Background: an optimization exercise with open tools, aiming at small area, a short achievable clock period and few clock cycles. Do not read the settings as production practice. In this exercise RTL edits were held to simulation tests only and were not proved equivalent to the original. No activity file was given, so power comes from the tool's default toggle rates.

## l2w_crypt
module l2w_crypt (
    input  wire        clk,
    input  wire        rst,       
    input  wire        req,       
    input  wire        we,        
    input  wire        wide,      
    input  wire [12:0] addr,      
    input  wire [31:0] wdata,
    output reg  [31:0] rdata,
    output reg         err,
    output wire        irq
);
Size in the first run: roughly 16000 cells after synthesis, about 3400 flip-flops, roughly 84 I/O pins, roughly 0.17 sq mm of cells after synthesis.
==> flow/config.mk <==
export PLATFORM = sky130hd
export DESIGN_NAME = l2w_crypt
export DESIGN_NICKNAME = l2w_crypt
export VERILOG_FILES = /design/flow/design.v
export SDC_FILE = /design/flow/constraint.sdc
export NUM_CORES = 4
export LEC_CHECK = 0
export ABC_CLOCK_PERIOD_IN_PS = 4000
export CAP_MARGIN = 20
export CORE_MARGIN = 2
export CORE_UTILIZATION = 40
export SLEW_MARGIN = 20
==> flow/constraint.sdc <==
create_clock -name core_clock -period 10.0 [get_ports {clk}]
set_input_delay 2.0000 -clock core_clock [delete_from_list [all_inputs] [get_ports {clk}]]
set_output_delay 2.0000 -clock core_clock [all_outputs]
set_load 0.01 [all_outputs]
standard.sh (not shown) runs the stock make flow with config.mk's settings and CLKGATE_MAP_FILE= SYNTH_SCRIPT=/design/flow/synth_recipe.tcl, a recipe that flattens the netlist after the stock synthesis.
==> flow/flow/run.sh <==
#!/bin/bash
set -euo pipefail
bash standard.sh SETUP_SLACK_MARGIN=5.5 TNS_END_PERCENT=20 finish > standard_finish.log 2>&1
Testbench counts at the start, summed over its fixed seeds: cycles 31,200.
Change:
==> flow/run.sh (new file) <==
#!/bin/bash
# synth_recipe.tcl (not shown) runs the flow's synth.tcl, then flattens the netlist and writes it again
# the make line also repeats each setting of config.mk as NAME=value (left out here)
make -C /OpenROAD-flow-scripts/flow DESIGN_CONFIG=/design/flow/config.mk WORK_HOME=/design/flow/orfs CLKGATE_MAP_FILE= SYNTH_SCRIPT=/design/flow/synth_recipe.tcl finish
Settings changed: CTS_BUF_LIST from default to sky130_fd_sc_hd__clkbuf_8, CTS_CLUSTER_DIAMETER from default to 60, CTS_CLUSTER_SIZE from default to 16, SETUP_SLACK_MARGIN from default to 5.
removed: flow/flow/run.sh
removed: flow/standard.sh
The new run finished with timing, DRC and antenna clean.
Power decreases by 11%.
Via count came out lower by 1.3%.
First-iteration DRC count shrinks by 0.75%.
Maximum frequency is about the same.
Critical path depth shrinks by 10.
Wire length came out lower by 1.4%.
Final area fell by 4.1%.
Area after synthesis does not change.
Flip-flop and latch count stays the same.
Setup slack gets worse by 0.0081 ns.
Sequential share of layout area rose by 1.9 points.

---

## old
l2w_crypt, a different RTL version from the one above (not shown whole).
For scale: ~18000 cells after synthesis, ~3400 flip-flops, ~84 I/O pins, roughly 190000 um2 of cells after synthesis.
make LEC_CHECK=0 ABC_CLOCK_PERIOD_IN_PS=4000 CAP_MARGIN=20 CORE_MARGIN=2 CORE_UTILIZATION=60 CTS_BUF_LIST=sky130_fd_sc_hd__clkbuf_8 CTS_CLUSTER_DIAMETER=60 CTS_CLUSTER_SIZE=16 PLACE_DENSITY=0.72 SETUP_SLACK_MARGIN=5 SLEW_MARGIN=20 finish   # period 10.0 ns
run.sh (not shown) runs the stock make flow with config.mk's settings and CLKGATE_MAP_FILE= SYNTH_SCRIPT=/design/flow/synth_recipe.tcl, a recipe that flattens the netlist after the stock synthesis.
Stock flow here: none of the scripts above is used.
The final layout from old, which completed every stage, passed the timing, design-rule and antenna checks at the end of the flow.
Testbench counts of old, summed over its fixed seeds: cycles 30,896.
Modified inputs, new compared to old
- CORE_UTILIZATION now 50, was 60
- PLACE_DENSITY now 0.65, was 0.72
Notes after the runs:
- In the metrics for old and new, the one carrying the lower critical path's largest stage delay is old.
- Summary — share of total power consumed by net switching, new relative to old: lower, by 0.28 points.
- Area growth from synthesis to final layout for new is higher than for old.
- Relative to old, the critical path depth of new is lower by 16.
- Compared with old, new shows a lower data required time at the worst endpoint.
- Changes observed in new relative to old: area occupied by registers saw little to no change, inserted tap cell count saw an increase, area share of buffers outside the clock network saw little to no change.

-- static timing again, ports no longer ideal --
The results above use ideal ports. As a check the final layouts listed here were re-extracted and re-timed, cells and wires unchanged.
Step 1 (the two cells are an assumption about what drives the block):
set clk [get_ports {clk}]
set_driving_cell -lib_cell sky130_fd_sc_hd__clkbuf_16 $clk
set_driving_cell -lib_cell sky130_fd_sc_hd__buf_2 [delete_from_list [all_inputs] $clk]
Step 2 moves the port delays by t, midway between the first and last clock arrival at a register: inputs arrive t later, outputs are due t later. That takes back most of the time a late clock gives input paths.
Slacks: no drivers / after step 1 / after step 2; pairs: no drivers / after step 1.
run | shift t [ns] | setup slack, ns | hold slack, ns
the first run of note 1 | 1.070 | 4.751 / 4.751 / 3.698 | 0.374 / 0.374 / 0.374
the second run of note 1 | 1.226 | 4.743 / 4.743 / 3.752 | 0.385 / 0.385 / 0.385
old | 1.288 | 4.814 / 4.814 / 3.709 | 0.383 / 0.383 / 0.383
new | 1.282 | 4.756 / 4.837 / 3.555 | 0.375 / 0.375 / 0.375
After both steps setup and hold are still met in every run listed. The setup slack of new, which loses most, moves by +0.081 ns with the drivers and by -1.201 ns with both steps.
